What follows belongs to an exercise in optimizing a design on an open flow for small area, a short achievable clock period and few clock cycles; a production flow would make more cautious choices. The RTL was checked by simulation tests, not by an equivalence proof against the original design. Power is estimated from default activity; no workload was simulated.

$ cat flow/flow/run.sh
#!/bin/bash
# The standard layout, with two changes to how it is made:
#  - ports are buffered with buf_1 instead of the flow's default pick
#  - timing repair aims at a setup slack margin (ns) so that the layout is
#    optimised for a shorter period than the 11 ns constraint; the margin
#    for the repair right after synthesis and the one for the later
#    repairs (after CTS and global routing) are read from flow/margins.txt
#    (the constraints themselves are unchanged)
set -euo pipefail
read -r FP_MARGIN LATE_MARGIN < flow/margins.txt
BUF="BUFFER_PORTS_ARGS=-buffer_cell sky130_fd_sc_hd__buf_1"
bash standard.sh floorplan "SETUP_SLACK_MARGIN=${FP_MARGIN}" "$BUF" > standard_make_1.log 2>&1
bash standard.sh finish "SETUP_SLACK_MARGIN=${LATE_MARGIN}" "$BUF" > standard_make_2.log 2>&1
$ cat flow/flow/margins.txt
0 8.0
$ cat flow/standard.sh
#!/bin/bash
# synth_recipe.tcl (not shown) runs the flow's synth.tcl, then flattens the netlist and writes it again
# the make line also repeats each setting of config.mk as NAME=value (left out here)
make -C /OpenROAD-flow-scripts/flow DESIGN_CONFIG=/design/flow/config.mk WORK_HOME=/design/flow/orfs CLKGATE_MAP_FILE= SYNTH_SCRIPT=/design/flow/synth_recipe.tcl "${@:-finish}"
$ cat flow/config.mk
export PLATFORM = sky130hd
export DESIGN_NAME = spse_enc4
export DESIGN_NICKNAME = spse_enc4
export VERILOG_FILES = /design/flow/design.v
export SDC_FILE = /design/flow/constraint.sdc
export NUM_CORES = 4
export LEC_CHECK = 0
export CAP_MARGIN = 20
export CORE_MARGIN = 2
export CORE_UTILIZATION = 60
export CTS_BUF_LIST = sky130_fd_sc_hd__clkbuf_4 sky130_fd_sc_hd__clkbuf_8
export CTS_CLUSTER_SIZE = 30
export SLEW_MARGIN = 20
export SYNTH_HIERARCHICAL = 1
$ cat flow/constraint.sdc
create_clock -name core_clock -period 11.0 [get_ports {clk}]
set_input_delay 2.2000 -clock core_clock [delete_from_list [all_inputs] [get_ports {clk}]]
set_output_delay 2.2000 -clock core_clock [all_outputs]
set_load 0.01 [all_outputs]
$ cat flow/design.v
module spse_enc4 (
    input  wire         clk,
    input  wire         rst_n,
    input  wire [3:0]   mv_valid,
    output wire [3:0]   mv_ready,
    input  wire [127:0] mv_steps,
    input  wire [3:0]   smp_valid,
    output wire [3:0]   smp_ready,
    input  wire [127:0] smp_ticks,
    output wire [3:0]   desc_valid,
    input  wire [3:0]   desc_ready,
    output wire [127:0] desc_data
);
    genvar g;
    generate
        for (g = 0; g < 4; g = g + 1) begin : g_unit
            spse_unit u (
                .clk(clk), .rst_n(rst_n),
                .mv_valid(mv_valid[g]), .mv_ready(mv_ready[g]),
                .mv_steps(mv_steps[g*32 +: 32]),
                .smp_valid(smp_valid[g]), .smp_ready(smp_ready[g]),
                .smp_ticks(smp_ticks[g*32 +: 32]),
                .desc_valid(desc_valid[g]), .desc_ready(desc_ready[g]),
                .desc_data(desc_data[g*32 +: 32])
            );
        end
    endgenerate
endmodule
module spse_unit (
    input  wire        clk,
    input  wire        rst_n,
    input  wire        mv_valid,
    output wire        mv_ready,
    input  wire [31:0] mv_steps,
    input  wire        smp_valid,
    output wire        smp_ready,
    input  wire [31:0] smp_ticks,
    output wire        desc_valid,
    input  wire        desc_ready,
    output wire [31:0] desc_data
);
    reg  [30:0] out;
    reg         ov;
    reg  [31:0] W;
    reg         wb, wf;
    reg  [31:0] s;
    reg         snz;           
    reg         tr, mk;
    reg         sr, mr;        
    reg         wsat, wbig;    
    reg         wlast;         
    assign desc_valid = ov;
    assign desc_data  = {1'b0, out};
    assign smp_ready  = sr;
    assign mv_ready   = mr;
    wire load = !ov || desc_ready;
    wire        t_big, t_sat;
    wire [14:0] t_L;
    spse_first u_first (.t(smp_ticks), .big(t_big), .sat(t_sat), .L(t_L));
    wire [30:0] t_first = {t_L, 1'b1, 15'd10};
    wire [14:0] w_L     = wsat ? 15'h7fff : W[14:0] - 15'd10;
    wire [30:0] w_first = {w_L, 1'b1, 15'd10};
    wire        last  = wlast;
    wire [14:0] hw    = W[15:1];
    wire [14:0] d0    = hw - 15'd16388;                      
    wire [14:0] d1    = hw - (W[0] ? 15'd16388 : 15'd16389); 
    wire [30:0] cont  = last ? {d1, 1'b0, d0} : {15'h7fff, 1'b0, 15'h7fff};
    wire take  = smp_valid && sr;
    wire mv_go = mv_valid && mr;
    wire e_w     = load && wb;
    wire e_mk    = load && !wb && mk;
    wire e_first = load && take;
    wire e_tr    = load && !wb && !mk && tr && !snz;
    reg        wb_n, wf_n, snz_n, tr_n, mk_n;
    always @(*) begin
        wb_n = wb;
        wf_n = wf;
        if (take) begin
            wb_n = load ? t_big : 1'b1;
            wf_n = !load;
        end else if (e_w) begin
            if (wf) begin
                wf_n = 1'b0;
                wb_n = wbig;
            end else if (last) begin
                wb_n = 1'b0;
            end else begin
                wb_n = W != 32'd98311;                    
            end
        end
        snz_n = snz;
        tr_n  = tr;
        mk_n  = mk;
        if (mv_go) begin
            snz_n = mv_steps != 32'd0;
            tr_n  = 1'b1;
            mk_n  = tr && !e_tr;
        end else begin
            if (take)
                snz_n = s != 32'd1;
            if (e_mk)
                mk_n = 1'b0;
            if (e_tr)
                tr_n = 1'b0;
        end
    end
    always @(posedge clk) begin
        if (!rst_n) begin
            ov <= 1'b0;
            wb <= 1'b0;
            wf <= 1'b0;
            tr <= 1'b0;
            mk <= 1'b0;
            sr <= 1'b0;
            mr <= 1'b1;
        end else begin
            if (e_w)
                out <= wf ? w_first : cont;
            else if (e_first)
                out <= t_first;
            else if (e_mk || e_tr)
                out <= 31'd0;
            if (load)
                ov <= e_w || e_mk || e_first || e_tr;
            if (take) begin
                W     <= smp_ticks;
                wsat  <= t_sat;
                wbig  <= t_big;
                wlast <= smp_ticks < 32'd98311;
            end else if (e_w && !wf && !last) begin
                W     <= W - 32'd65534;
                wlast <= W < 32'd163845;                 
            end
            if (mv_go)
                s <= mv_steps;
            else if (take)
                s <= s - 32'd1;
            wb  <= wb_n;
            wf  <= wf_n;
            snz <= snz_n;
            tr  <= tr_n;
            mk  <= mk_n;
            sr  <= !wb_n && !mk_n && tr_n && snz_n;
            mr  <= !tr_n || (!snz_n && !mk_n);
        end
    end
endmodule
module spse_first (
    input  wire [31:0] t,
    output wire        big,       
    output wire        sat,       
    output wire [14:0] L
);
    assign big = t > 32'd32777;
    assign sat = t > 32'd32776;
    assign L   = sat ? 15'h7fff : t[14:0] - 15'd10;
endmodule
==> results of run 1 <==
## layout by cell type, fill, tap and decap left out, types with 35 or more instances in the layout
| master | count |
|---|---|
| xor2_1 | 147 |
| edfxtp_1 | 396 |
| nor4_1 | 116 |
| or3_1 | 44 |
| a21oi_1 | 128 |
| nand4_1 | 64 |
| nor2_1 | 206 |
| buf_6 | 105 |
| nand2_1 | 366 |
| inv_1 | 56 |
| nand2_2 | 35 |
| clkbuf_8 | 84 |
| buf_4 | 77 |
| xnor2_1 | 224 |
| nand3_2 | 55 |
| ha_1 | 42 |
| buf_1 | 208 |
| o21ai_0 | 220 |
| clkbuf_2 | 106 |
| a31oi_1 | 37 |
| nand3_1 | 87 |
| nor3_1 | 72 |
| o21ai_1 | 54 |
## logic make-up (layout without fill, tap and decap cells)
logic type               Yosys count  in the layout
XOR/XNOR                         384            384
adder cells (fa/ha/maj)           44             44
AO/OA/AOI/OAI                    624            625
other                              4             17
AND/OR/NAND/NOR                 1348           1352
flip-flops                       424            424
buffers and inverters            240            753
## power groups by stage
stage | clock network (µW) | registers (µW) | logic [µW]
floorplan | 0 | 2000 | 319
global placement | 0 | 2020 | 497
detailed placement | 0 | 2020 | 509
CTS | 1650 | 1990 | 595
global route | 1730 | 2000 | 726
finish | 1640 | 1990 | 680
## per-module statistics from Yosys, one instance, submodules excluded, excerpt
module,cells inside,copies in the design,flip-flops and latches
spse_unit,706,4,106
spse_first,61,4,0
## registers in the layout (all words and copies together) (netlist names)
register	flops
g_unit.u.tr	4
g_unit.u.mk	4
g_unit.u.mr	4
g_unit.u.s	128
g_unit.u.ov	4
g_unit.u.wbig	4
g_unit.u.wsat	4
g_unit.u.snz	4
g_unit.u.wlast	4
g_unit.u.out	124
g_unit.u.wf	4
g_unit.u.wb	4
g_unit.u.sr	4
g_unit.u.W	128
## worst min-delay path: stages (launching register included)
cell	delay, ns
dfxtp_2	0.34
nand2b_2	0.15
a21boi_0	0.10
## per-layer routing
metal  global-route usage, %  up-vias  wire length (µm)
li1                        -    12200                 -
met1                    47.9    13000             36300
met2                    55.1     1910             43900
met3                    8.78      398             11200
met4                    15.5       20              4450
met5                       0        -               124
## final cells by class
type                    instances  area share, %
repair buffers                564           11.5
clock inverters                35           1.06
diodes                         13         0.0913
clock buffers                  98           3.52
well taps                     607           2.13
flip-flops and latches        424           35.0
inverters                      56          0.590
multi-input cells            2409           46.1
## worst paths after layout
kind / slack, ns / from / cells past startpoint / endpoint
worst max-delay path: 7.50 / g_unit[0].u.out[17]$_DFFE_PP_ / 1 / desc_data[17]
worst min-delay path: 0.63 / g_unit[3].u.ov$_SDFFE_PN0N_ / 2 / g_unit[3].u.ov$_SDFFE_PN0N_
worst max register to register: 8.13 / g_unit[1].u.W[11]$_DFFE_PP_ / 5 / g_unit[1].u.out[30]$_DFFE_PP_
worst min register to register: 0.63 / g_unit[3].u.ov$_SDFFE_PN0N_ / 2 / g_unit[3].u.ov$_SDFFE_PN0N_
## repair_timing
action | in CTS | in global routing
hold buffers | 0 | 0
endpoints found under the setup margin | 669 | 622
setup buffers | 75 | 44
gates resized for setup | 422 | 347
gates cloned | 9 | 7
pin swaps | 79 | 93
## per-stage QoR
stage          hold WS (ns)  cell area (µm²)  instances  util (%)
2_1_floorplan         0.526            28300       3068         -
3_3_place_gp          0.565            30100       3925      64.6
3_5_place_dp          0.574            30100       3925      64.6
4_1_cts               0.619            34000       4142      73.1
5_1_grt               0.667            35600       4199      76.5
6_report              0.630            35600       4206      76.6
==> flow_summary.json, run 1 <==
{
  "yosys.area_share.simple_pct": 25.4,
  "vias": 27500,
  "cpLargestDelayFamily": "flip-flops",
  "synth-compound-area-share_pct": 13.3,
  "status": "complete, no violations",
  "io_buffers": 405,
  "post_drt_wl_per_cell_um": 22.8,
  "synth_edf_count": 396,
  "arrival_ns": 1.30,
  "cp.buffers_inverters": 1,
  "area_delta_synth_final_pct": 25.8,
  "drcViolationCount": 0,
  "synth_cells": 3068,
  "wirelength_um": 96000,
  "pwr-share-seq_pct": 46.2,
  "clkSlewWorstSetupHoldPaths_ns": 0.06,
  "finalHoldViolCount": 0,
  "total_power_uw": 4320,
  "place_ws_ns": 6.48,
  "yosys.area_share.xor_xnor_pct": 11.9,
  "combPwrFrac_pct": 15.7,
  "multi_input_area_um2": 16400,
  "cp-end-kind": "output pin",
  "place_hpwl_um": 61600,
  "slowest_delay_ns": 0.46,
  "regArea_um2": 12500,
  "pwr-share-clk_pct": 38.1,
  "overflow": 0,
  "cts_buffers": 74,
  "fin_skew_ns": 0.0302,
  "first_iter_violations": 3526,
  "finalCritPeriodShare_pct": 31.8,
  "synth_fa_ha_area_share_pct": 1.94,
  "htree_levels": 3,
  "die-area_um2": 49000,
  "fmax_mhz": 286,
  "period_minus_slack_ns": 3.50,
  "grt_max_degree": 58,
  "gp_congestion": 1.00,
  "grt_first_pass_wirelength_um": 140000,
  "fin_ws_ns": 7.50,
  "required_ns": 8.80,
  "cp_slowest_cell": "edfxtp_1",
  "rsz0062_at_grt": "yes",
  "cts_root_buf": "clkbuf_8",
  "ant_nets": 0,
  "peakVddDrop_uv": 130,
  "drt-vias-per-instance": 6.54,
  "clk_path_buf_depth": 3,
  "p_switching_uw": 1220,
  "drv_cap": 0,
  "cp_cell_sequence": "clkbuf_2",
  "synth_top_area_cell": "edfxtp_1",
  "die_x_um": 221,
  "setup_viol": 0,
  "worst-slew-pin-transition_ns": 1.13,
  "die_h_um": 221,
  "yosys-top-cells-count": "400 x nand2_1, 396 x edfxtp_1, 228 x o21ai_0, 228 x xnor2_1, 216 x nor2_1",
  "rows": 79,
  "synth.distinct_cells": 62,
  "fillerInstances": 3131,
  "cts_tree": "built",
  "crit_path_max_fanout": 1,
  "core_um2": 46600,
  "grt_pass1_vias": 25000,
  "fin_nets": 3843,
  "clk_latency_ns": 0.68,
  "synth_ff_type": "edfxtp_1",
  "syn_area_um2": 28300,
  "synth.most_common_cell": "nand2_1",
  "yosys_warnings": 7,
  "firstDrtPassIters": 12,
  "internal_power_uw": 3100,
  "critPathLaunchType": "flop",
  "grtUsageTotal_pct": 35.7,
  "drive_gt1_share_pct": 21.8,
  "async_reset_ff_share_pct": 0,
  "io_pins": 410,
  "synthMuxAreaShare_pct": 0,
  "leakage_uw": 0.0120,
  "synth_top_family_by_area": "simple AND/OR/NAND/NOR gates",
  "synth_top_area_share_pct": 42.0,
  "antenna_found_initial": 23,
  "maxSlewViolCount": 0,
  "switching_share_pct": 28.1,
  "synthTopCellsByArea": "edfxtp_1 42%, xnor2_1 7.0%, nand2_1 5.3%",
  "fin_tns_setup_ns": 0,
  "synth_seq_cells": 424,
  "syn_avg_cell_area_um2": 9.24,
  "crit_type": "flop to output pin",
  "clock-sinks": 424,
  "yosysSeqAreaShare_pct": 43.9,
  "max-slew-margin-rel_pct": 25.0,
  "power_density_nw_per_um2": 121,
  "start_util_pct": 60.9,
  "min_path_type": "flop to flop"
}
Testbench counts, summed over its fixed seeds: cycles 2,549.
==> run 2: changes to the inputs <==
==> flow/flow/margins.txt (replaced) <==
0 7.5
==> run 2 against run 1 <==
Effect of this change: die area did not move; sequential power barely moved; synthesized area stayed put; clock-buffer cell count did not move; worst setup slack improved by 0.029 ns; first-iteration DRC count fell by 21%; critical path type unchanged; critical endpoint is now desc_data[97]; largest cell class unchanged; largest power group unchanged; highest routed layer unchanged.
==> flow_summary.json, run 2 <==
{
  "grtUsageTotal_pct": 33.5,
  "combPwrFrac_pct": 12.7,
  "cp_cell_sequence": "buf_1",
  "ctsHoldBuffers": 0,
  "critPathLaunchType": "flop",
  "worstSetupStartpoint": "g_unit[3].u.out[1]$_DFFE_PP_",
  "grt_first_pass_wirelength_um": 132000,
  "slowest_delay_ns": 0.33,
  "die-area_um2": 49000,
  "drive_gt1_share_pct": 8.01,
  "clock-sinks": 424,
  "max-slew-margin-rel_pct": 21.8,
  "synth-compound-area-share_pct": 13.3,
  "gp_congestion": 1.00,
  "synthMuxAreaShare_pct": 0,
  "grt_pass1_vias": 24000,
  "yosysSeqAreaShare_pct": 43.9,
  "cp.buffers_inverters": 1,
  "multi_input_area_um2": 15000,
  "first_iter_violations": 2780,
  "r2r_slack_ns": 8.03,
  "yosys_warnings": 7,
  "post_drt_wl_per_cell_um": 20.8,
  "synth_top_area_cell": "edfxtp_1",
  "drcViolationCount": 0,
  "syn_area_um2": 28300,
  "fin_skew_ns": 0.0236,
  "switching_share_pct": 27.4,
  "yosys-top-cells-count": "400 x nand2_1, 396 x edfxtp_1, 228 x o21ai_0, 228 x xnor2_1, 216 x nor2_1",
  "biggestRegsByFlops": "g_unit.u.W: 128 flops, g_unit.u.s: 128 flops, g_unit.u.out: 124 flops",
  "cpLargestDelayFamily": "flip-flops",
  "cp-end-kind": "output pin",
  "peakVddDrop_uv": 125,
  "place_hpwl_um": 61600,
  "drv_cap": 0,
  "synth_edf_count": 396,
  "die_h_um": 221,
  "io_pins": 410,
  "antenna_found_initial": 24,
  "grt_max_degree": 58,
  "overflow": 0,
  "final_cell_mix": "399 x nand2_1, 399 x buf_1, 396 x edfxtp_1, 228 x o21ai_0, 228 x xnor2_1",
  "leakage_uw": 0.0102,
  "htree_levels": 3,
  "min_path_type": "flop to flop",
  "syn_avg_cell_area_um2": 9.24,
  "finalHoldViolCount": 0,
  "r2r_start": "g_unit[2].u.W[3]$_DFFE_PP_",
  "cts_buffers": 74,
  "maxSlewViolCount": 0,
  "yosys.area_share.simple_pct": 25.4,
  "regArea_um2": 12500,
  "vias": 25800,
  "power_density_nw_per_um2": 130,
  "async_reset_ff_share_pct": 0,
  "worst-r2r-cell-count": 6,
  "area_delta_synth_final_pct": 13.0,
  "clk_path_buf_depth": 3,
  "synth_fa_ha_area_share_pct": 1.94,
  "synth_top_area_share_pct": 42.0,
  "worst-slew-pin-transition_ns": 1.16,
  "p_switching_uw": 1140,
  "synth.distinct_cells": 62,
  "placed_area_um2": 30100,
  "cts_root_buf": "clkbuf_8",
  "wirelength_um": 85200,
  "io_buffers": 405,
  "rsz0062_at_grt": "yes",
  "finalCritPeriodShare_pct": 31.5,
  "status": "complete, no violations",
  "clkSlewWorstSetupHoldPaths_ns": 0.06,
  "arrival_ns": 1.27,
  "start_util_pct": 60.9,
  "fin_tns_setup_ns": 0,
  "die_x_um": 221,
  "clk_latency_ns": 0.67,
  "path_depth": 1,
  "crit_path_end": "desc_data[97]",
  "ant_nets": 0,
  "crit_path_max_fanout": 1,
  "cp_slowest_cell": "edfxtp_1",
  "synthTopCellsByArea": "edfxtp_1 42%, xnor2_1 7.0%, nand2_1 5.3%",
  "pwr-share-seq_pct": 48.0,
  "firstDrtPassIters": 6,
  "rows": 79,
  "synth_ff_type": "edfxtp_1",
  "fmax_mhz": 288,
  "total_power_uw": 4150,
  "period_minus_slack_ns": 3.47,
  "pwr-share-clk_pct": 39.3,
  "synth_cells": 3068,
  "cts_tree": "built",
  "fillerInstances": 3730,
  "core_um2": 46600,
  "drt-vias-per-instance": 6.30,
  "rr_endpoint": "g_unit[2].u.W[31]$_DFFE_PP_",
  "setup_viol": 0,
  "yosys.area_share.xor_xnor_pct": 11.9,
  "synth.most_common_cell": "nand2_1",
  "fin_nets": 3728,
  "crit_type": "flop to output pin",
  "required_ns": 8.80,
  "synth_top_family_by_area": "simple AND/OR/NAND/NOR gates",
  "internal_power_uw": 3010,
  "design_area_um2": 32000,
  "synth_seq_cells": 424
}
==> run 2: cell count changes in the layout (fill, tap and decap cells not counted), moves of 16 or more <==
cell      change
buf_1       +191
buf_6       -104
clkbuf_2    -103
nand3_1      +57
nand3_2      -47
nand2_1      +33
buf_4        -32
nand2_2      -30
nor4_1       +24
nor4_4       -24
buf_8        -19
buf_12       -18
buf_2        -16
==> run 2: what timing repair did <==
item                                    4_1_cts  5_1_grt
gates resized for setup                      13        9
pin swaps                                     4        5
setup buffers                                10        9
endpoints found under the setup margin      139      174
gates cloned                                  1        0
endpoints found under the hold margin         0        0
==> run 2: logic make-up (layout without fill, tap and decap cells) <==
logic type / after synthesis / count (layout)
AOI/OAI and AO/OA: 624 / 625
xor gates and xnor gates: 384 / 384
adders and majority gates: 44 / 44
buffers and inverters: 240 / 642
DFF: 424 / 424
other: 4 / 20
and+or+nand+nor: 1348 / 1348
==> run 2: area by class of cell <==
type | instances | share of cell area [%]
diodes | 16 | 0.125
inverters | 56 | 0.656
repair buffers | 453 | 5.99
clock inverters | 35 | 1.18
clock buffers | 98 | 3.92
multi-input cells | 2405 | 46.9
well taps | 607 | 2.37
flip-flops and latches | 424 | 38.9
==> run 2: through the flow <==
| stage | setup WS (ns) | hold WS, ns | util (%) | cells |
|---|---|---|---|---|
| after floorplan | 5.64 | 0.526 | - | 3068 |
| after global placement | 6.53 | 0.565 | 64.6 | 3925 |
| after detailed placement | 6.48 | 0.574 | 64.6 | 3925 |
| after CTS | 7.48 | 0.591 | 68.5 | 4069 |
| after global routing | 7.46 | 0.645 | 68.7 | 4085 |
| final | 7.53 | 0.585 | 68.8 | 4094 |
==> run 2: per-module statistics from Yosys, one instance, submodules excluded, excerpt <==
module | cells | cell area [µm²]
spse_first | 61 | 409
spse_unit | 706 | 6680
==> run 2: routing by layer <==
layer	share of wire, %	vias to the layer above	track usage (%)	wire (µm)
met5	0.15	-	0	125
met4	4.0	20	14.3	3380
met3	11	243	8.43	9070
met2	45	1466	50.8	38100
met1	41	12100	45.8	34500
li1	-	12000	-	-
==> run 2: power by group through the flow <==
| stage | logic [µW] | registers [µW] | clock network [µW] |
|---|---|---|---|
| global placement | 497 | 2020 | 0 |
| global route | 580 | 2000 | 1720 |
| CTS | 518 | 1990 | 1650 |
| floorplan | 319 | 2000 | 0 |
| finish | 528 | 1990 | 1630 |
| detailed placement | 509 | 2020 | 0 |
==> run 2: how the worst min path moves through the flow <==
| stage | startpoint | slack [ns] | end | cells past startpoint |
|---|---|---|---|---|
| 3_3_place_gp | g_unit[1].u.tr$_SDFF_PN0_ | 0.57 | g_unit[1].u.tr$_SDFF_PN0_ | 2 |
| 2_1_floorplan | g_unit[0].u.tr$_SDFF_PN0_ | 0.53 | g_unit[0].u.tr$_SDFF_PN0_ | 2 |
| 6_report | g_unit[3].u.tr$_SDFF_PN0_ | 0.58 | g_unit[3].u.tr$_SDFF_PN0_ | 2 |
| 4_1_cts | g_unit[3].u.tr$_SDFF_PN0_ | 0.59 | g_unit[3].u.tr$_SDFF_PN0_ | 2 |
| 5_1_grt | g_unit[3].u.tr$_SDFF_PN0_ | 0.65 | g_unit[3].u.tr$_SDFF_PN0_ | 2 |
| 3_5_place_dp | g_unit[3].u.tr$_SDFF_PN0_ | 0.57 | g_unit[3].u.tr$_SDFF_PN0_ | 2 |
==> run 3: changes to the inputs <==
--- a/flow/config.mk
+++ b/flow/config.mk
@@ -10,3 +10,4 @@
 export CORE_UTILIZATION = 60
-export CTS_BUF_LIST = sky130_fd_sc_hd__clkbuf_4 sky130_fd_sc_hd__clkbuf_8
+export CTS_BUF_LIST = sky130_fd_sc_hd__clkbuf_16
+export CTS_CLUSTER_DIAMETER = 100
 export CTS_CLUSTER_SIZE = 30
==> run 3 against run 2 <==
Effect of this change: still clean on timing, DRC and antenna; routed wire length decreased by 1.2%; non-clock buffer count is 11 higher; synthesized area stayed put; critical endpoint is now g_unit[3].u.out[29]$_DFFE_PP_; highest routed layer unchanged.
==> flow_summary.json, run 3 <==
{
  "peakVddDrop_uv": 134,
  "hp-start": "g_unit[3].u.tr$_SDFF_PN0_",
  "worst-r2r-cell-count": 6,
  "synth.most_common_cell": "nand2_1",
  "whs_ns": 0.606,
  "die_h_um": 221,
  "r2r_start": "g_unit[2].u.W[3]$_DFFE_PP_",
  "cp-end-kind": "flop",
  "rr_endpoint": "g_unit[2].u.W[31]$_DFFE_PP_",
  "wirelength_um": 84100,
  "biggestRegsByFlops": "g_unit.u.W: 128 flops, g_unit.u.s: 128 flops, g_unit.u.out: 124 flops",
  "cts_buffers": 19,
  "cts_root_buf": "clkbuf_16",
  "r2r_slack_ns": 8.04,
  "yosys-top-cells-count": "400 x nand2_1, 396 x edfxtp_1, 228 x o21ai_0, 228 x xnor2_1, 216 x nor2_1",
  "vias": 25500,
  "io_pins": 410,
  "first_iter_violations": 2845,
  "yosysSeqAreaShare_pct": 43.9,
  "fmax_mhz": 286,
  "required_ns": 11.30,
  "place_hpwl_um": 61600,
  "fillerInstances": 3813,
  "clkSlewWorstSetupHoldPaths_ns": 0.11,
  "fin_nets": 3684,
  "core_um2": 46600,
  "synth_cells": 3068,
  "combPwrFrac_pct": 15.6,
  "async_reset_ff_share_pct": 0,
  "grt_pass1_vias": 23600,
  "cts_tree": "built",
  "pwr-share-clk_pct": 26.2,
  "die_x_um": 221,
  "finalHoldViolCount": 0,
  "crit_path_max_fanout": 7,
  "syn_avg_cell_area_um2": 9.24,
  "critPathLaunchType": "input port",
  "synthTopCellsByArea": "edfxtp_1 42%, xnor2_1 7.0%, nand2_1 5.3%",
  "rows": 79,
  "fin_skew_ns": 0.0202,
  "min_to": "g_unit[3].u.tr$_SDFF_PN0_",
  "grt_max_degree": 58,
  "syn_area_um2": 28300,
  "status": "complete, no violations",
  "maxSlewViolCount": 0,
  "area_delta_synth_final_pct": 9.85,
  "post_drt_wl_per_cell_um": 21.0,
  "rsz0062_at_grt": "yes",
  "min_path_type": "flop to flop",
  "drv_cap": 0,
  "drt-vias-per-instance": 6.37,
  "io_buffers": 405,
  "htree_levels": 1,
  "period_minus_slack_ns": 3.49,
  "finalCritPeriodShare_pct": 31.7,
  "clk_path_buf_depth": 3,
  "pwr-share-seq_pct": 58.2,
  "setup_viol": 0,
  "arrival_ns": 3.79,
  "grt_first_pass_wirelength_um": 130000,
  "synth_ff_type": "edfxtp_1",
  "fin_tns_setup_ns": 0,
  "worstHoldPathCells": 2,
  "synth_top_area_share_pct": 42.0,
  "switching_share_pct": 28.9,
  "final_cell_mix": "399 x nand2_1, 399 x buf_1, 396 x edfxtp_1, 228 x o21ai_0, 228 x xnor2_1",
  "overflow": 0,
  "synth_seq_cells": 424,
  "drive_gt1_share_pct": 5.74,
  "internal_power_uw": 2430,
  "clock-sinks": 424,
  "antenna_found_initial": 24,
  "max-slew-margin-rel_pct": 23.8,
  "leakage_uw": 0.00974,
  "start_util_pct": 60.9,
  "die-area_um2": 49000,
  "clk_latency_ns": 0.56,
  "firstDrtPassIters": 6,
  "ant_nets": 0,
  "yosys_warnings": 7,
  "worst-slew-pin-transition_ns": 1.13,
  "synth_top_area_cell": "edfxtp_1",
  "p_switching_uw": 986,
  "gp_congestion": 1.00,
  "synth.distinct_cells": 62,
  "drcViolationCount": 0,
  "grtUsageTotal_pct": 32.7,
  "synth_edf_count": 396,
  "power_density_nw_per_um2": 110,
  "crit_type": "input port to flop"
}
## run 3: cells by family after synthesis
logic type	share of synthesized area [%]
AO/OA/AOI/OAI	13.3
XOR/XNOR	11.9
adder cells (fa/ha/maj)	1.94
buffers and inverters	3.51
flip-flops	43.9
other	0.0530
AND/OR/NAND/NOR	25.4
## run 3: through the flow
step	total power, µW	area [µm²]	worst slack, ns	utilization (%)	cells
CTS	3410	30900	7.49	66.3	3972
global placement	2510	30100	6.53	64.6	3925
finish	3410	31100	7.51	66.9	4001
detailed placement	2530	30100	6.48	64.6	3925
global route	3530	31100	7.47	66.8	3996
floorplan	2320	28300	5.64	-	3068
## run 3: layout make-up
class	instances	area [µm²]	share of cell area, %
Timing Repair Buffer	464	2040	6.56
Tap cell	607	759	2.44
Multi-Input combinational cell	2405	15000	48.3
Clock inverter	13	91.3	0.293
Clock buffer	20	500	1.61
Inverter	56	210	0.675
Sequential cell	424	12500	40.0
Antenna cell	12	30.0	0.0965
## run 3: how the worst max path moves through the flow
stage,end,cells after the start,from,slack [ns]
5_1_grt,g_unit[1].u.out[24]$_DFFE_PP_,9,smp_ticks[44],7.47
6_report,g_unit[3].u.out[29]$_DFFE_PP_,8,smp_ticks[127],7.51
2_1_floorplan,g_unit[0].u.s[0]$_DFFE_PP_,3,smp_valid[0],5.64
3_5_place_dp,g_unit[2].u.out[18]$_DFFE_PP_,6,smp_ticks[86],6.48
3_3_place_gp,g_unit[2].u.out[18]$_DFFE_PP_,6,smp_ticks[83],6.53
4_1_cts,g_unit[1].u.wlast$_DFFE_PP_,6,smp_valid[1],7.49
## run 3: routing by layer
layer,up-vias,GRT usage [%],wire length (µm)
li1,11900,-,-
met3,222,7.26,8630
met1,12100,45.7,34400
met5,-,0,136
met4,22,11.1,3020
met2,1336,50.5,37900
## run 3: power by group through the flow
stage / Combinational (µW) / Sequential, µW / Clock, µW
after floorplan: 319 / 2000 / 0
after global placement: 497 / 2020 / 0
after detailed placement: 509 / 2020 / 0
after CTS: 520 / 1980 / 905
after global routing: 582 / 2000 / 954
final: 531 / 1990 / 894
## run 3: repair_timing
| action | in CTS | in global routing |
|---|---|---|
| hold buffers | 0 | 0 |
| buffers inserted | 13 | 16 |
| hold endpoints to repair | 0 | 0 |
| gates cloned | 1 | 1 |
| setup endpoints to repair | 145 | 201 |
| pin swaps | 5 | 11 |
| gates resized for setup | 12 | 21 |
## run 3: per-module statistics from Yosys, one instance, submodules excluded, a selection
module	area, µm²	flops+latches
spse_unit	6680	106
spse_first	409	0
## run 3: worst max-delay path, cell delays in order
cell and delay [ns]:
buf_1 0.16, nor4_1 0.29, nand4_1 0.29, a31oi_2 0.27, clkdlybuf4s15_2 0.32, nand3_1 0.10, nand2_1 0.07, o211ai_1 0.08
==> run 4: changes to the inputs <==
--- a/flow/config.mk
+++ b/flow/config.mk
@@ -11,4 +11,4 @@
 export CTS_BUF_LIST = sky130_fd_sc_hd__clkbuf_16
-export CTS_CLUSTER_DIAMETER = 100
-export CTS_CLUSTER_SIZE = 30
+export CTS_CLUSTER_DIAMETER = 60
+export CTS_CLUSTER_SIZE = 20
 export SLEW_MARGIN = 20
==> run 4 against run 3 <==
Effect of this change: critical path depth fell by 7; via count rose by 1.3%; routed wire length rose by 1.3%; critical endpoint is now smp_ready[1]; highest routed layer unchanged.
==> flow_summary.json, run 4 <==
{
  "status": "complete, no violations",
  "setup_viol": 0,
  "wirelength_um": 85200,
  "period_minus_slack_ns": 3.51,
  "fmax_mhz": 285,
  "biggestRegsByFlops": "g_unit.u.W: 128 flops, g_unit.u.s: 128 flops, g_unit.u.out: 124 flops",
  "grt_first_pass_wirelength_um": 131000,
  "r2r_slack_ns": 8.03,
  "start_util_pct": 60.9,
  "combPwrFrac_pct": 13.5,
  "pwr-share-clk_pct": 36.2,
  "cp_slowest_cell": "dfxtp_1",
  "drcViolationCount": 0,
  "fin_ws_ns": 7.49,
  "final_cell_mix": "399 x nand2_1, 399 x buf_1, 396 x edfxtp_1, 228 x o21ai_0, 228 x xnor2_1",
  "cp.buffers_inverters": 1,
  "vias": 25800,
  "fin_tns_setup_ns": 0,
  "pwr-share-seq_pct": 50.3,
  "peakVddDrop_uv": 133,
  "p_switching_uw": 1150,
  "rr_endpoint": "g_unit[3].u.W[25]$_DFFE_PP_",
  "syn_area_um2": 28300,
  "utilization_pct": 68.4,
  "critPathLaunchType": "flop",
  "hp-start": "g_unit[3].u.tr$_SDFF_PN0_",
  "cp_cell_sequence": "buf_1",
  "place_hpwl_um": 61600,
  "worst-r2r-cell-count": 6,
  "synth_top_area_share_pct": 42.0,
  "internal_power_uw": 2790,
  "antenna_found_initial": 21,
  "finalHoldViolCount": 0,
  "yosys_warnings": 7,
  "synth_edf_count": 396,
  "clk_latency_ns": 0.59,
  "grtUsageTotal_pct": 33.2,
  "drt-vias-per-instance": 6.40,
  "power_density_nw_per_um2": 124,
  "grt_pass1_vias": 23700,
  "drive_gt1_share_pct": 7.04,
  "switching_share_pct": 29.3,
  "rsz0062_at_grt": "yes",
  "cts_buffers": 38,
  "slowest_delay_ns": 0.53,
  "whs_ns": 0.600,
  "overflow": 0,
  "yosysSeqAreaShare_pct": 43.9,
  "synth_cells": 3068,
  "core_um2": 46600,
  "ant_nets": 0,
  "cp-end-kind": "output pin",
  "gp_congestion": 1.00,
  "finalCritPeriodShare_pct": 31.9,
  "synth_top_area_cell": "edfxtp_1",
  "synth.distinct_cells": 62,
  "maxSlewViolCount": 0,
  "clkSlewWorstSetupHoldPaths_ns": 0.08,
  "worstHoldPathCells": 2,
  "synth_ff_type": "edfxtp_1",
  "io_pins": 410,
  "first_iter_violations": 2793,
  "syn_avg_cell_area_um2": 9.24,
  "min_to": "g_unit[3].u.tr$_SDFF_PN0_",
  "cpLargestDelayFamily": "flip-flops",
  "clock-sinks": 424,
  "area_delta_synth_final_pct": 12.4,
  "die-area_um2": 49000,
  "drv_cap": 0,
  "cts_tree": "built",
  "dp.cells": 3925,
  "die_x_um": 221,
  "clk_path_buf_depth": 3,
  "leakage_uw": 0.0101,
  "min_path_type": "flop to flop",
  "crit_path_max_fanout": 6,
  "fin_nets": 3706,
  "synthTopCellsByArea": "edfxtp_1 42%, xnor2_1 7.0%, nand2_1 5.3%",
  "yosys-top-cells-count": "400 x nand2_1, 396 x edfxtp_1, 228 x o21ai_0, 228 x xnor2_1, 216 x nor2_1",
  "ctsHoldBuffers": 0,
  "io_buffers": 405,
  "die_h_um": 221,
  "synth_seq_cells": 424,
  "required_ns": 8.80,
  "htree_levels": 2,
  "rows": 79,
  "grt_max_degree": 58,
  "worst-slew-pin-transition_ns": 1.11,
  "firstDrtPassIters": 6,
  "fin_skew_ns": 0.0261,
  "crit_type": "flop to output pin",
  "post_drt_wl_per_cell_um": 21.1,
  "place_ws_ns": 6.48,
  "finalNonFillerCells": 4037,
  "synth.most_common_cell": "nand2_1",
  "cts_root_buf": "clkbuf_16",
  "max-slew-margin-rel_pct": 25.7,
  "r2r_start": "g_unit[3].u.W[3]$_DFFE_PP_",
  "arrival_ns": 1.31,
  "async_reset_ff_share_pct": 0
}
run 4: what timing repair did:
item / CTS / global route
pin swaps: 5 / 12
resized for setup: 13 / 22
endpoints found under the setup margin: 143 / 164
buffers inserted: 14 / 17
cloned: 1 / 1
run 4: worst max path at each step:
stage	from	to	slack (ns)	depth (start not counted)
5_1_grt	smp_ticks[100]	g_unit[3].u.sr$_SDFF_PN0_	7.46	8
3_5_place_dp	smp_ticks[86]	g_unit[2].u.out[18]$_DFFE_PP_	6.48	6
2_1_floorplan	smp_valid[0]	g_unit[0].u.s[0]$_DFFE_PP_	5.64	3
4_1_cts	smp_valid[1]	g_unit[1].u.wlast$_DFFE_PP_	7.50	6
3_3_place_gp	smp_ticks[83]	g_unit[2].u.out[18]$_DFFE_PP_	6.53	6
6_report	g_unit[1].u.sr$_SDFF_PN0_	smp_ready[1]	7.49	1
run 4: final cells by class:
type | instances | area [µm²]
Antenna cell | 9 | 22.5
Clock buffer | 39 | 976
Clock inverter | 30 | 333
Fill cell | 3720 | 14700
Inverter | 56 | 210
Multi-Input combinational cell | 2405 | 15000
Sequential cell | 424 | 12500
Tap cell | 607 | 759
Timing Repair Buffer | 467 | 2060
run 4: per-module statistics from Yosys, one instance, submodules excluded, excerpt:
module,cell area [µm²],cells
spse_first,409,61
spse_unit,6680,706
run 4: stage by stage:
step           power (µW)  cell area, µm²
6_report             3950           31900
5_1_grt              4080           31800
3_5_place_dp         2530           30100
3_3_place_gp         2510           30100
2_1_floorplan        2320           28300
4_1_cts              3950           31600
run 4: power by group through the flow:
stage	Clock (µW)	Sequential (µW)	Combinational, µW
6_report	1430	1990	533
5_1_grt	1500	2000	583
4_1_cts	1440	1980	521
3_5_place_dp	0	2020	509
3_3_place_gp	0	2020	497
2_1_floorplan	0	2000	319
run 4: logic make-up after synthesis:
logic type | synth area share (%)
simple gates | 25.4
compound gates | 13.3
flops | 43.9
xor+xnor | 11.9
buf+inv | 3.51
fa+ha+maj | 1.94
other cells | 0.0530
run 4: per-layer routing:
layer | global-route usage [%] | vias to the layer above | part of all wire, %
li1 | - | 11900 | -
met1 | 45.8 | 12200 | 40
met2 | 51.2 | 1462 | 45
met3 | 8.52 | 266 | 11
met4 | 10.9 | 22 | 3.7
met5 | 0 | - | 0.16
==> run 5: changes to the inputs <==
--- a/flow/config.mk
+++ b/flow/config.mk
@@ -11,4 +11,4 @@
 export CTS_BUF_LIST = sky130_fd_sc_hd__clkbuf_16
-export CTS_CLUSTER_DIAMETER = 60
-export CTS_CLUSTER_SIZE = 20
+export CTS_CLUSTER_DIAMETER = 80
+export CTS_CLUSTER_SIZE = 24
 export SLEW_MARGIN = 20
==> run 5 against run 4 <==
Effect of this change: synthesized area did not move; final area decreased by 1.3%; still clean; sequential power is essentially flat; largest power group unchanged; worst setup slack improved by 0.033 ns; critical path depth increased by 7; global-route usage shrank 0.41 points; non-clock buffer count did not move.
==> flow_summary.json, run 5 <==
{
  "gp_congestion": 1.00,
  "synth_edf_count": 396,
  "required_ns": 11.51,
  "place_hpwl_um": 61600,
  "cpLargestDelayFamily": "simple AND/OR/NAND/NOR gates",
  "fin_tns_setup_ns": 0,
  "clock-sinks": 424,
  "biggestRegsByFlops": "g_unit.u.W: 128 flops, g_unit.u.s: 128 flops, g_unit.u.out: 124 flops",
  "fillerInstances": 3759,
  "cp.buffers_inverters": 1,
  "async_reset_ff_share_pct": 0,
  "rsz0062_at_grt": "yes",
  "finalHoldViolCount": 0,
  "synth_top_area_cell": "edfxtp_1",
  "clk_path_buf_depth": 3,
  "grtUsageTotal_pct": 32.8,
  "synth_seq_cells": 424,
  "slowest_delay_ns": 0.45,
  "drcViolationCount": 0,
  "die_x_um": 221,
  "cts_root_buf": "clkbuf_16",
  "fin_nets": 3696,
  "grt_first_pass_wirelength_um": 130000,
  "syn_avg_cell_area_um2": 9.24,
  "area_delta_synth_final_pct": 11.0,
  "final_common_cell": "nand2_1",
  "drv_cap": 0,
  "fin_ws_ns": 7.53,
  "core_um2": 46600,
  "yosys_warnings": 7,
  "whs_ns": 0.604,
  "ant_nets": 0,
  "critPathLaunchType": "input port",
  "overflow": 0,
  "firstDrtPassIters": 8,
  "clk_latency_ns": 0.63,
  "syn_area_um2": 28300,
  "final_cell_mix": "399 x nand2_1, 398 x buf_1, 396 x edfxtp_1, 228 x o21ai_0, 228 x xnor2_1",
  "finalCritPeriodShare_pct": 31.6,
  "period_minus_slack_ns": 3.47,
  "first_iter_violations": 2933,
  "io_buffers": 405,
  "yosys-top-cells-count": "400 x nand2_1, 396 x edfxtp_1, 228 x o21ai_0, 228 x xnor2_1, 216 x nor2_1",
  "synth.most_common_cell": "nand2_1",
  "clkSlewWorstSetupHoldPaths_ns": 0.10,
  "fmax_mhz": 288,
  "leakage_uw": 0.00990,
  "grt_pass1_vias": 23600,
  "vias": 25700,
  "cp_slowest_cell": "nor4_4",
  "place_ws_ns": 6.48,
  "synth_top_area_share_pct": 42.0,
  "htree_levels": 1,
  "cp_cell_sequence": "buf_1 > nor4_4 > nand4_2 > o21ai_4 > nand2b_1 > o32ai_1 > a31oi_1 > nor4b_1",
  "wirelength_um": 84500,
  "worst-slew-pin-transition_ns": 1.19,
  "total_power_uw": 3630,
  "crit_type": "input port to flop",
  "peakVddDrop_uv": 126,
  "post_drt_wl_per_cell_um": 21.0,
  "utilization_pct": 67.5,
  "rows": 79,
  "synth_ff_type": "edfxtp_1",
  "cp-end-kind": "flop",
  "cts_buffers": 28,
  "synth.distinct_cells": 62,
  "synthTopCellsByArea": "edfxtp_1 42%, xnor2_1 7.0%, nand2_1 5.3%",
  "drive_gt1_share_pct": 6.32,
  "grt_max_degree": 58,
  "maxSlewViolCount": 0,
  "yosysSeqAreaShare_pct": 43.9,
  "io_pins": 410,
  "fin_skew_ns": 0.0288,
  "cts_tree": "built",
  "multi_input_area_um2": 15000,
  "die-area_um2": 49000,
  "crit_path_max_fanout": 7,
  "synth_cells": 3068,
  "regArea_um2": 12500,
  "status": "complete, no violations",
  "arrival_ns": 3.98,
  "max-slew-margin-rel_pct": 20.3,
  "power_density_nw_per_um2": 115,
  "min_path_type": "flop to flop",
  "start_util_pct": 60.9,
  "setup_viol": 0,
  "die_h_um": 221,
  "drt-vias-per-instance": 6.38,
  "antenna_found_initial": 22
}
[run 5: area by class of cell]
type	count	area share (%)
Multi-Input combinational cell	2405	47.8
Sequential cell	424	39.6
Timing Repair Buffer	467	6.52
Tap cell	607	2.42
Clock buffer	28	2.23
Clock inverter	24	0.688
Inverter	56	0.668
Antenna cell	13	0.103
[run 5: through the flow]
| stage | area (µm²) | cells |
|---|---|---|
| 2_1_floorplan | 28300 | 3068 |
| 3_3_place_gp | 30100 | 3925 |
| 3_5_place_dp | 30100 | 3925 |
| 4_1_cts | 31200 | 3988 |
| 5_1_grt | 31400 | 4017 |
| 6_report | 31400 | 4024 |
[run 5: cells by family (layout without fill, tap and decap cells)]
| logic type | count (synthesis) | count (layout) | share of synthesized area [%] |
|---|---|---|---|
| compound gates | 624 | 625 | 13.3 |
| xor+xnor | 384 | 384 | 11.9 |
| fa+ha+maj | 44 | 44 | 1.94 |
| buf+inv | 240 | 575 | 3.51 |
| flops | 424 | 424 | 43.9 |
| other cells | 4 | 17 | 0.0530 |
| simple gates | 1348 | 1348 | 25.4 |
[run 5: worst min-delay path, cell delays in order (launching register included)]
cell and delay (ns):
dfxtp_1 0.36, o211ai_1 0.13, inv_1 0.09
[run 5: modules after synthesis, one instance, submodules excluded, a selection]
module,copies in the design,cells inside,flops+latches
spse_unit,4,706,106
spse_first,4,61,0
[run 5: power breakdown]
| group | switching, µW | internal [µW] | total (µW) |
|---|---|---|---|
| registers | 95.7 | 1890 | 1990 |
| clock network | 621 | 493 | 1110 |
| logic | 345 | 185 | 530 |
[run 5: worst paths after layout]
path / start / end / slack (ns) / depth (start not counted)
worst min-delay path: g_unit[3].u.tr$_SDFF_PN0_ / g_unit[3].u.tr$_SDFF_PN0_ / 0.60 / 2
worst min register to register: g_unit[3].u.tr$_SDFF_PN0_ / g_unit[3].u.tr$_SDFF_PN0_ / 0.60 / 2
worst max-delay path: smp_ticks[68] / g_unit[2].u.sr$_SDFF_PN0_ / 7.53 / 8
worst max register to register: g_unit[2].u.W[3]$_DFFE_PP_ / g_unit[2].u.W[31]$_DFFE_PP_ / 8.01 / 6
[run 5: per-layer routing]
metal	global-route usage, %	up-vias	wire length (µm)
met3	7.32	235	9330
met4	10.6	18	2830
met1	46.0	12000	33900
met5	0	-	113
li1	-	11900	-
met2	50.7	1501	38300
[run 5: repair_timing]
item / CTS / global route
hold buffers: 0 / 0
setup endpoints to repair: 140 / 117
gates resized for setup: 13 / 16
gates cloned: 1 / 1
pin swaps: 4 / 11
setup buffers: 10 / 22
==> run 6: changes to the inputs <==
--- a/flow/design.v
+++ b/flow/design.v
@@ -56,5 +56,5 @@
     wire load = !ov || desc_ready;
-    wire        t_big, t_sat;
-    wire [14:0] t_L;
-    spse_first u_first (.t(smp_ticks), .big(t_big), .sat(t_sat), .L(t_L));
+    wire        t_big   = smp_ticks > 32'd32777;             
+    wire        t_sat   = smp_ticks > 32'd32776;             
+    wire [14:0] t_L     = t_sat ? 15'h7fff : smp_ticks[14:0] - 15'd10;
     wire [30:0] t_first = {t_L, 1'b1, 15'd10};
@@ -147,11 +147 @@
 endmodule
-module spse_first (
-    input  wire [31:0] t,
-    output wire        big,       
-    output wire        sat,       
-    output wire [14:0] L
-);
-    assign big = t > 32'd32777;
-    assign sat = t > 32'd32776;
-    assign L   = sat ? 15'h7fff : t[14:0] - 15'd10;
-endmodule
--- a/flow/config.mk
+++ b/flow/config.mk
@@ -11,5 +11,4 @@
 export CTS_BUF_LIST = sky130_fd_sc_hd__clkbuf_16
-export CTS_CLUSTER_DIAMETER = 80
-export CTS_CLUSTER_SIZE = 24
+export CTS_CLUSTER_DIAMETER = 100
+export CTS_CLUSTER_SIZE = 30
 export SLEW_MARGIN = 20
-export SYNTH_HIERARCHICAL = 1
==> run 6 against run 5 <==
Effect of this change: largest cell class unchanged; critical endpoint is now g_unit[2].u.out[20]$_DFFE_PP_; synthesized area decreased by 2.5%; non-clock buffer count increased by 11; critical path type unchanged; via count shrank 2.6%; maximum frequency is 7.4% lower; sequential power barely moved; register-to-register slack got worse by 0.24 ns; highest routed layer unchanged.
==> flow_summary.json, run 6 <==
{
  "whs_ns": 0.547,
  "power_density_nw_per_um2": 111,
  "gp_congestion": 0.990,
  "period_minus_slack_ns": 3.75,
  "yosys_warnings": 1,
  "biggestRegsByFlops": "g_unit.u.W: 128 flops, g_unit.u.s: 128 flops, g_unit.u.out: 124 flops",
  "overflow": 0,
  "clk_path_buf_depth": 3,
  "rsz0062_at_grt": "yes",
  "rows": 78,
  "wirelength_um": 81300,
  "fillerInstances": 3691,
  "synth_top_area_cell": "edfxtp_1",
  "area_delta_synth_final_pct": 12.5,
  "finalHoldViolCount": 0,
  "cts_buffers": 19,
  "grt_max_degree": 74,
  "peakVddDrop_uv": 95.9,
  "cts_tree": "built",
  "post_drt_wl_per_cell_um": 20.7,
  "synth_cells": 3008,
  "multi_input_area_um2": 14700,
  "synth.most_common_cell": "edfxtp_1",
  "crit_type": "input port to flop",
  "drt-vias-per-instance": 6.38,
  "cts_root_buf": "clkbuf_16",
  "antenna_found_initial": 11,
  "drive_gt1_share_pct": 7.15,
  "place_ws_ns": 6.25,
  "setup_viol": 0,
  "design_area_um2": 31100,
  "worst-slew-pin-transition_ns": 1.16,
  "yosysSeqAreaShare_pct": 45.1,
  "r2r_slack_ns": 7.77,
  "io_buffers": 405,
  "crit_path_end": "g_unit[2].u.out[20]$_DFFE_PP_",
  "fin_nets": 3624,
  "first_iter_violations": 2525,
  "maxSlewViolCount": 0,
  "place_hpwl_um": 58500,
  "arrival_ns": 4.09,
  "grt_pass1_vias": 23200,
  "final_cell_mix": "396 x edfxtp_1, 376 x buf_1, 259 x nor2_1, 255 x nand2_1, 241 x xnor2_1",
  "clk_latency_ns": 0.57,
  "vias": 25000,
  "synth_ff_type": "edfxtp_1",
  "crit_path_max_fanout": 8,
  "synthTopCellsByArea": "edfxtp_1 43%, xnor2_1 7.7%, o21ai_0 4.6%",
  "ctsHoldBuffers": 0,
  "critPathLaunchType": "input port",
  "utilization_pct": 68.5,
  "leakage_uw": 0.00976,
  "fmax_mhz": 267,
  "yosys-top-cells-count": "396 x edfxtp_1, 265 x nand2_1, 261 x nor2_1",
  "core_um2": 45400,
  "htree_levels": 1,
  "fin_tns_setup_ns": 0,
  "async_reset_ff_share_pct": 0,
  "regArea_um2": 12500,
  "placed_area_um2": 29400,
  "synth_edf_count": 396,
  "syn_area_um2": 27600,
  "die-area_um2": 47800,
  "cp-end-kind": "flop",
  "io_pins": 410,
  "clock-sinks": 424,
  "worst-r2r-cell-count": 6,
  "drcViolationCount": 0,
  "min_path_type": "flop to flop",
  "grt_first_pass_wirelength_um": 125000,
  "required_ns": 11.34,
  "fin_ws_ns": 7.25,
  "die_x_um": 219,
  "die_h_um": 219,
  "firstDrtPassIters": 8,
  "synth_top_area_share_pct": 43.0,
  "rr_endpoint": "g_unit[0].u.W[25]$_DFFE_PP_",
  "status": "complete, no violations",
  "fin_skew_ns": 0.0230,
  "synth.distinct_cells": 71,
  "r2r_start": "g_unit[0].u.W[3]$_DFFE_PP_",
  "final_common_cell": "edfxtp_1",
  "synth_seq_cells": 424,
  "syn_avg_cell_area_um2": 9.19,
  "ant_nets": 0,
  "worstSetupStartpoint": "smp_ticks[70]",
  "finalCritPeriodShare_pct": 34.1,
  "clkSlewWorstSetupHoldPaths_ns": 0.12,
  "grtUsageTotal_pct": 32.7,
  "start_util_pct": 60.9,
  "drv_cap": 0,
  "max-slew-margin-rel_pct": 23.0
}
[run 6: changes by cell type in the layout (fill, tap and decap cells not counted), sizes merged, moves of 22 or more]
cell | previous run | this run
a31oi | 44 | 73
a21oi | 128 | 189
nor4 | 160 | 136
nand2 | 404 | 265
xor2 | 156 | 134
nand3 | 152 | 104
nor2 | 216 | 261
[run 6: metrics by stage]
stage	instances	power (µW)
floorplan	3011	2340
global placement	3842	2530
detailed placement	3842	2550
CTS	3899	3420
global route	3923	3560
finish	3925	3440
[run 6: cells by family after synthesis]
group / after synthesis / synth area share, %
compound gates: 701 / 15.0
xor+xnor: 378 / 12.0
fa+ha+maj: 48 / 2.17
buf+inv: 274 / 3.97
flops: 424 / 45.1
mux: 2 / 0.0725
other cells: 1 / 0.0136
simple gates: 1180 / 21.7
[run 6: area by class of cell]
type,count,share of cell area (%)
flip-flops and latches,424,40.1
clock inverters,13,0.310
well taps,600,2.42
clock buffers,19,1.53
repair buffers,478,7.41
multi-input cells,2316,47.4
diodes,8,0.0644
inverters,67,0.821
[run 6: per-layer routing]
layer / wire length (µm) / vias up / GRT usage (%)
met5: 51 / - / 0
met4: 3720 / 8 / 13.9
met2: 38000 / 1269 / 52.6
li1: - / 11700 / -
met1: 32300 / 11900 / 44.4
met3: 7240 / 196 / 4.40
[run 6: worst min-delay path by stage]
stage / start / to / slack, ns / cells after the start
finish: g_unit[1].u.tr$_SDFF_PN0_ / g_unit[1].u.tr$_SDFF_PN0_ / 0.55 / 2
global route: g_unit[2].u.tr$_SDFF_PN0_ / g_unit[2].u.tr$_SDFF_PN0_ / 0.56 / 2
CTS: g_unit[2].u.tr$_SDFF_PN0_ / g_unit[2].u.tr$_SDFF_PN0_ / 0.55 / 2
detailed placement: g_unit[1].u.tr$_SDFF_PN0_ / g_unit[1].u.tr$_SDFF_PN0_ / 0.53 / 2
global placement: g_unit[3].u.tr$_SDFF_PN0_ / g_unit[3].u.tr$_SDFF_PN0_ / 0.51 / 2
floorplan: g_unit[3].u.tr$_SDFF_PN0_ / g_unit[3].u.tr$_SDFF_PN0_ / 0.48 / 2
[run 6: timing repair]
action	in CTS	in global routing
setup endpoints to repair	262	172
setup buffers	20	17
pin swaps	51	48
gates resized for setup	99	112
cloned	5	1
[run 6: worst max-delay path, stage by stage]
cell and delay [ns]:
buf_8 0.10, or4_4 0.56, o41ai_4 0.43, or3b_4 0.53
o21ai_1 0.17, nand3_1 0.10
[run 6: where the power goes]
part	switching, µW	total [µW]	internal [µW]
clock network	545	878	333
logic	367	576	209
registers	94.5	1990	1890
total	1010	3440	2440
Testbench counts of run 6, summed over its fixed seeds: cycles 2,549.
==> run 7: changes to the inputs <==
--- a/flow/config.mk
+++ b/flow/config.mk
@@ -10,5 +10,5 @@
 export CORE_UTILIZATION = 60
-export CTS_BUF_LIST = sky130_fd_sc_hd__clkbuf_16
-export CTS_CLUSTER_DIAMETER = 100
-export CTS_CLUSTER_SIZE = 30
+export CTS_BUF_LIST = sky130_fd_sc_hd__clkbuf_8 sky130_fd_sc_hd__clkbuf_16
+export CTS_CLUSTER_DIAMETER = 80
+export CTS_CLUSTER_SIZE = 20
 export SLEW_MARGIN = 20
==> run 7 against run 6 <==
Effect of this change: still clean; sequential power about the same; clock skew decreased by 0.0019 ns; final area increased by 1.0%; critical path depth unchanged; register-to-register slack improved by 0.03 ns; global-route usage increased by 0.20 points; total power increased by 6.8%; flip-flop and latch count unchanged; clock-buffer cell count increased by 12; largest power group unchanged.
==> flow_summary.json, run 7 <==
{
  "fillerInstances": 3635,
  "cts_root_buf": "clkbuf_16",
  "grt_max_degree": 74,
  "place_hpwl_um": 58500,
  "final_common_cell": "edfxtp_1",
  "cts_buffers": 29,
  "synth_top_area_share_pct": 43.0,
  "core_um2": 45400,
  "overflow": 0,
  "yosysSeqAreaShare_pct": 45.1,
  "regArea_um2": 12500,
  "rows": 78,
  "gp_congestion": 0.990,
  "drt-vias-per-instance": 6.37,
  "max-slew-margin-rel_pct": 23.6,
  "finalHoldViolCount": 0,
  "synth_cells": 3008,
  "ctsHoldBuffers": 0,
  "multi_input_area_um2": 14800,
  "period_minus_slack_ns": 3.73,
  "synth_seq_cells": 424,
  "peakVddDrop_uv": 105,
  "clk_latency_ns": 0.59,
  "leakage_uw": 0.00991,
  "async_reset_ff_share_pct": 0,
  "syn_area_um2": 27600,
  "maxSlewViolCount": 0,
  "first_iter_violations": 2619,
  "synth_edf_count": 396,
  "biggestRegsByFlops": "g_unit.u.W: 128 flops, g_unit.u.s: 128 flops, g_unit.u.out: 124 flops",
  "die-area_um2": 47800,
  "status": "complete, no violations",
  "antenna_found_initial": 13,
  "fin_skew_ns": 0.0211,
  "placed_area_um2": 29400,
  "cts_tree": "built",
  "fin_nets": 3630,
  "synth.most_common_cell": "edfxtp_1",
  "grt_first_pass_wirelength_um": 126000,
  "grtUsageTotal_pct": 32.9,
  "grt_pass1_vias": 23300,
  "place_ws_ns": 6.25,
  "io_pins": 410,
  "wirelength_um": 81900,
  "crit_type": "input port to flop",
  "die_h_um": 219,
  "synth_ff_type": "edfxtp_1",
  "worst-slew-pin-transition_ns": 1.15,
  "rsz0062_at_grt": "yes",
  "synthTopCellsByArea": "edfxtp_1 43%, xnor2_1 7.7%, o21ai_0 4.6%",
  "syn_avg_cell_area_um2": 9.19,
  "htree_levels": 1,
  "dp.cells": 3842,
  "fmax_mhz": 268,
  "finalCritPeriodShare_pct": 33.9,
  "yosys-top-cells-count": "396 x edfxtp_1, 265 x nand2_1, 261 x nor2_1",
  "clock-sinks": 424,
  "ant_nets": 0,
  "clkSlewWorstSetupHoldPaths_ns": 0.08,
  "design_area_um2": 31400,
  "drv_cap": 0,
  "post_drt_wl_per_cell_um": 20.8,
  "critPathLaunchType": "input port",
  "clk_path_buf_depth": 3,
  "power_density_nw_per_um2": 117,
  "required_ns": 11.35,
  "synth_top_area_cell": "edfxtp_1",
  "drive_gt1_share_pct": 7.32,
  "fin_ws_ns": 7.27,
  "start_util_pct": 60.9,
  "min_path_type": "flop to flop",
  "fin_tns_setup_ns": 0,
  "cp-end-kind": "flop",
  "io_buffers": 405,
  "vias": 25100,
  "drcViolationCount": 0,
  "utilization_pct": 69.2,
  "crit_path_max_fanout": 8,
  "synth.distinct_cells": 71,
  "final_cell_mix": "396 x edfxtp_1, 383 x buf_1, 259 x nor2_1, 255 x nand2_1, 240 x xnor2_1",
  "finalNonFillerCells": 3942,
  "die_x_um": 219,
  "arrival_ns": 4.08,
  "setup_viol": 0,
  "yosys_warnings": 1,
  "area_delta_synth_final_pct": 13.7,
  "firstDrtPassIters": 6
}
==> run 7: cell counts after synthesis <==
Identical to the previous run, type by type.
==> run 7: metrics by stage <==
step / total power [µW] / hold WS (ns)
global placement: 2530 / 0.508
detailed placement: 2550 / 0.531
global route: 3810 / 0.554
finish: 3680 / 0.545
CTS: 3670 / 0.542
floorplan: 2340 / 0.485
==> run 7: worst paths after layout <==
check	from	endpoint	slack, ns	cells after the start
max	smp_ticks[70]	g_unit[2].u.out[24]$_DFFE_PP_	7.27	6
min	g_unit[1].u.tr$_SDFF_PN0_	g_unit[1].u.tr$_SDFF_PN0_	0.54	2
max reg2reg	g_unit[0].u.W[3]$_DFFE_PP_	g_unit[0].u.W[25]$_DFFE_PP_	7.80	6
min reg2reg	g_unit[1].u.tr$_SDFF_PN0_	g_unit[1].u.tr$_SDFF_PN0_	0.54	2
==> run 7: layout make-up <==
cell class | instances | area share, %
clock buffers | 31 | 2.40
inverters | 67 | 0.813
diodes | 8 | 0.0638
repair buffers | 474 | 7.16
clock inverters | 22 | 0.506
multi-input cells | 2316 | 47.0
well taps | 600 | 2.39
flip-flops and latches | 424 | 39.7
==> run 7: worst max-delay path, stage by stage <==
cell	delay (ns)
buf_8	0.10
or4_4	0.56
o41ai_4	0.43
or3b_4	0.52
o21ai_1	0.18
nand3_1	0.09
==> run 7: logic make-up after synthesis <==
kind of cell | count (synthesis) | share of synthesized area, %
xor+xnor | 378 | 12.0
other cells | 1 | 0.0136
flops | 424 | 45.1
compound gates | 701 | 15.0
buf+inv | 274 | 3.97
mux | 2 | 0.0725
simple gates | 1180 | 21.7
fa+ha+maj | 48 | 2.17
==> run 7: routing by layer <==
layer | up-vias | global-route usage [%] | share of wire [%]
met5 | - | 0 | 0.072
met4 | 10 | 14.4 | 4.8
met3 | 209 | 4.69 | 8.7
met2 | 1225 | 52.7 | 47
met1 | 11900 | 44.5 | 40
li1 | 11700 | - | -
==> run 7: power by group <==
part | switching [µW] | internal, µW | total, µW
Sequential | 94.2 | 1890 | 1990
Clock | 601 | 512 | 1110
Combinational | 369 | 208 | 577
==> run 7: repair_timing <==
item	4_1_cts	5_1_grt
endpoints found under the setup margin	260	118
pin swaps	34	51
setup buffers	15	16
endpoints found under the hold margin	0	0
gates resized for setup	84	110
cloned	5	2
==> run 8: changes to the inputs <==
--- a/flow/design.v
+++ b/flow/design.v
@@ -56,5 +56,5 @@
     wire load = !ov || desc_ready;
-    wire        t_big   = smp_ticks > 32'd32777;             
-    wire        t_sat   = smp_ticks > 32'd32776;             
-    wire [14:0] t_L     = t_sat ? 15'h7fff : smp_ticks[14:0] - 15'd10;
+    wire        t_big, t_sat;
+    wire [14:0] t_L;
+    spse_first u_first (.t(smp_ticks), .big(t_big), .sat(t_sat), .L(t_L));
     wire [30:0] t_first = {t_L, 1'b1, 15'd10};
@@ -147 +147,11 @@
 endmodule
+module spse_first (
+    input  wire [31:0] t,
+    output wire        big,       
+    output wire        sat,       
+    output wire [14:0] L
+);
+    assign big = t > 32'd32777;
+    assign sat = t > 32'd32776;
+    assign L   = sat ? 15'h7fff : t[14:0] - 15'd10;
+endmodule
--- a/flow/flow/run.sh
+++ b/flow/flow/run.sh
@@ -1,3 +1,8 @@
 #!/bin/bash
-# The standard layout, with two changes to how it is made:
+# The standard layout, with these changes to how it is made:
+#  - synthesis leaves out the flow's Kogge-Stone carry map for adders
+#    (SYNTH_OPERATIONS_ARGS replaces the default "-extra-map
+#    lcu_kogge_stone.v"; -booth only affects multipliers, of which the
+#    design has none), so adders keep Yosys's own smaller carry logic;
+#    registers and their names are unchanged
 #  - ports are buffered with buf_1 instead of the flow's default pick
@@ -11,3 +16,4 @@
 BUF="BUFFER_PORTS_ARGS=-buffer_cell sky130_fd_sc_hd__buf_1"
-bash standard.sh floorplan "SETUP_SLACK_MARGIN=${FP_MARGIN}" "$BUF" > standard_make_1.log 2>&1
-bash standard.sh finish "SETUP_SLACK_MARGIN=${LATE_MARGIN}" "$BUF" > standard_make_2.log 2>&1
+OPS="SYNTH_OPERATIONS_ARGS=-booth"
+bash standard.sh floorplan "$OPS" "SETUP_SLACK_MARGIN=${FP_MARGIN}" "$BUF" > standard_make_1.log 2>&1
+bash standard.sh finish "$OPS" "SETUP_SLACK_MARGIN=${LATE_MARGIN}" "$BUF" > standard_make_2.log 2>&1
--- a/flow/config.mk
+++ b/flow/config.mk
@@ -10,5 +10,6 @@
 export CORE_UTILIZATION = 60
-export CTS_BUF_LIST = sky130_fd_sc_hd__clkbuf_8 sky130_fd_sc_hd__clkbuf_16
+export CTS_BUF_LIST = sky130_fd_sc_hd__clkbuf_16
 export CTS_CLUSTER_DIAMETER = 80
-export CTS_CLUSTER_SIZE = 20
+export CTS_CLUSTER_SIZE = 24
 export SLEW_MARGIN = 20
+export SYNTH_HIERARCHICAL = 1
==> run 8 against run 7 <==
Effect of this change: still clean on timing, DRC and antenna; via count fell by 7.8%; utilization rose by 0.54 points; clock skew rose by 0.0010 ns; worst hold slack improved by 0.040 ns; critical path depth rose by 3; total power rose by 3.0%; worst setup slack improved by 0.14 ns; combinational power fell by 8.5%; first-iteration DRC count fell by 8.9%; clock-buffer cell count did not move; routed wire length fell by 6.6%; critical path type unchanged; highest routed layer unchanged.
==> flow_summary.json, run 8 <==
{
  "status": "complete, no violations",
  "overflow": 0,
  "grtUsageTotal_pct": 31.4,
  "firstDrtPassIters": 6,
  "finalCritPeriodShare_pct": 32.7,
  "cts_root_buf": "clkbuf_16",
  "biggestRegsByFlops": "g_unit.u.W: 128 flops, g_unit.u.s: 128 flops, g_unit.u.out: 124 flops",
  "fin_nets": 3684,
  "antenna_found_initial": 24,
  "synth.distinct_cells": 50,
  "final_common_cell": "edfxtp_1",
  "routed.top_layer": "met5",
  "io_buffers": 405,
  "synth_seq_cells": 424,
  "synth_top_area_share_pct": 43.7,
  "io_pins": 410,
  "min_path_type": "flop to flop",
  "place_ws_ns": 6.59,
  "first_iter_violations": 2386,
  "crit_path_max_fanout": 4,
  "place_hpwl_um": 55000,
  "ctsHoldBuffers": 0,
  "cts_buffers": 30,
  "rsz0062_at_grt": "yes",
  "fin_ws_ns": 7.41,
  "cp-end-kind": "flop",
  "ant_nets": 0,
  "grt_max_degree": 43,
  "placed_area_um2": 29100,
  "synth_ff_type": "edfxtp_1",
  "grt_pass1_vias": 22000,
  "slowest_delay_ns": 0.53,
  "finalHoldViolCount": 0,
  "cp_slowest_cell": "or4_4",
  "yosys.area_share.simple_pct": 19.0,
  "start_util_pct": 61.1,
  "crit_type": "input port to flop",
  "synth_edf_count": 396,
  "fmax_mhz": 278,
  "syn_avg_cell_area_um2": 9.68,
  "fin_tns_setup_ns": 0,
  "area_delta_synth_final_pct": 14.2,
  "synth.most_common_cell": "edfxtp_1",
  "vias": 23100,
  "critPathLaunchType": "input port",
  "yosys_warnings": 7,
  "whs_ns": 0.584,
  "die-area_um2": 47000,
  "cpLargestDelayFamily": "simple AND/OR/NAND/NOR gates",
  "peakVddDrop_uv": 120,
  "worst-slew-pin-transition_ns": 1.14,
  "maxSlewViolCount": 0,
  "synth_top_family_by_area": "simple AND/OR/NAND/NOR gates",
  "fin_skew_ns": 0.0221,
  "clk_path_buf_depth": 3,
  "synth-compound-area-share_pct": 11.5,
  "clk_latency_ns": 0.62,
  "max-slew-margin-rel_pct": 24.1,
  "cts_tree": "built",
  "synth_top_area_cell": "edfxtp_1",
  "synthMuxAreaShare_pct": 0,
  "core_um2": 44500,
  "die_x_um": 217,
  "gp_congestion": 0.949,
  "yosysSeqAreaShare_pct": 45.8,
  "syn_area_um2": 27200,
  "wl_met1_um": 31700,
  "synth_fa_ha_area_share_pct": 11.6,
  "async_reset_ff_share_pct": 0,
  "rows": 77,
  "clock-sinks": 424
}
==> run 8: cell types whose count changed after synthesis, sizes merged, moves of 56 or more <==
cell,delta
nand3,-56
a21oi,+80
xnor2,-64
xor2,-98
ha,+204
clkbuf,-62
nor2,-57
a31oi,-57
o21ai,-79
inv,+146
==> run 8: final timing paths <==
kind                               startpoint                             to  slack [ns]  cells past startpoint
hold reg to reg   g_unit[2].u.wf$_SDFFE_PN0P_    g_unit[2].u.wf$_SDFFE_PN0P_        0.58                      1
setup reg to reg   g_unit[3].u.W[4]$_DFFE_PP_    g_unit[3].u.W[24]$_DFFE_PP_        8.17                      9
setup / recovery                 smp_ticks[8]  g_unit[0].u.out[28]$_DFFE_PP_        7.41                      9
hold / removal    g_unit[2].u.wf$_SDFFE_PN0P_    g_unit[2].u.wf$_SDFFE_PN0P_        0.58                      1
==> run 8: area by class of cell <==
class	instances	area (µm²)
inverters	212	796
fillers	3548	13500
well taps	592	741
multi-input cells	2029	13700
clock inverters	25	353
flip-flops and latches	424	12500
repair buffers	465	2150
diodes	20	50.0
clock buffers	31	776
==> run 8: cell families (layout without fill, tap and decap cells) <==
group | after synthesis | count (layout)
flip-flops | 424 | 424
XOR/XNOR | 216 | 216
other | 4 | 24
adder cells (fa/ha/maj) | 252 | 252
buffers and inverters | 356 | 733
AO/OA/AOI/OAI | 556 | 557
AND/OR/NAND/NOR | 1000 | 1000
==> run 8: routing by layer <==
layer	track usage [%]	up-vias
met5	0	-
met4	10.9	22
met2	49.7	1091
met3	6.14	175
li1	-	10800
met1	43.3	11000
==> run 8: repair_timing <==
| item | 4_1_cts | 5_1_grt |
|---|---|---|
| endpoints found under the setup margin | 165 | 139 |
| pin swaps | 33 | 50 |
| setup buffers | 18 | 6 |
| cloned | 1 | 2 |
| gates resized for setup | 31 | 104 |
==> run 8: per-stage QoR <==
stage               instances  total power, µW  util [%]
global route             3788             3920      69.7
global placement         3695             2460      65.5
finish                   3798             3790      69.7
detailed placement       3695             2480      65.5
CTS                      3770             3780      68.7
floorplan                2808             2280         -
==> run 8: power breakdown <==
group	internal, µW	switching, µW	total (µW)
clock network	630	679	1310
registers	1880	66.0	1950
logic	189	339	528
total	2700	1080	3790
==> run 8: Yosys stat by module (local to each module, per instance), excerpt <==
module | cells | times used | cell area [µm²]
spse_first | 60 | 4 | 444
spse_unit | 642 | 4 | 6350
==> run 8: worst reg2reg max path, cell delays in order, from the launching register on <==
cell      delay (ns)
edfxtp_1        0.53
ha_1            0.22
nand4_1         0.19
nor4_1          0.69
nor2_1          0.14
nand2_1         0.26
nor3_1          0.10
ha_1            0.20
xnor2_1         0.15
o21ai_0         0.09
Testbench counts of run 8, summed over its fixed seeds: cycles 2,549.

Re-timed with assumed drivers on the ports (clkbuf_16 on the clock, buf_2 on other inputs), run 8 has 7.413 ns of setup slack against 7.408 ns with ideal ports, and 6.745 ns once port delays also move by the mid clock arrival of 0.668 ns.
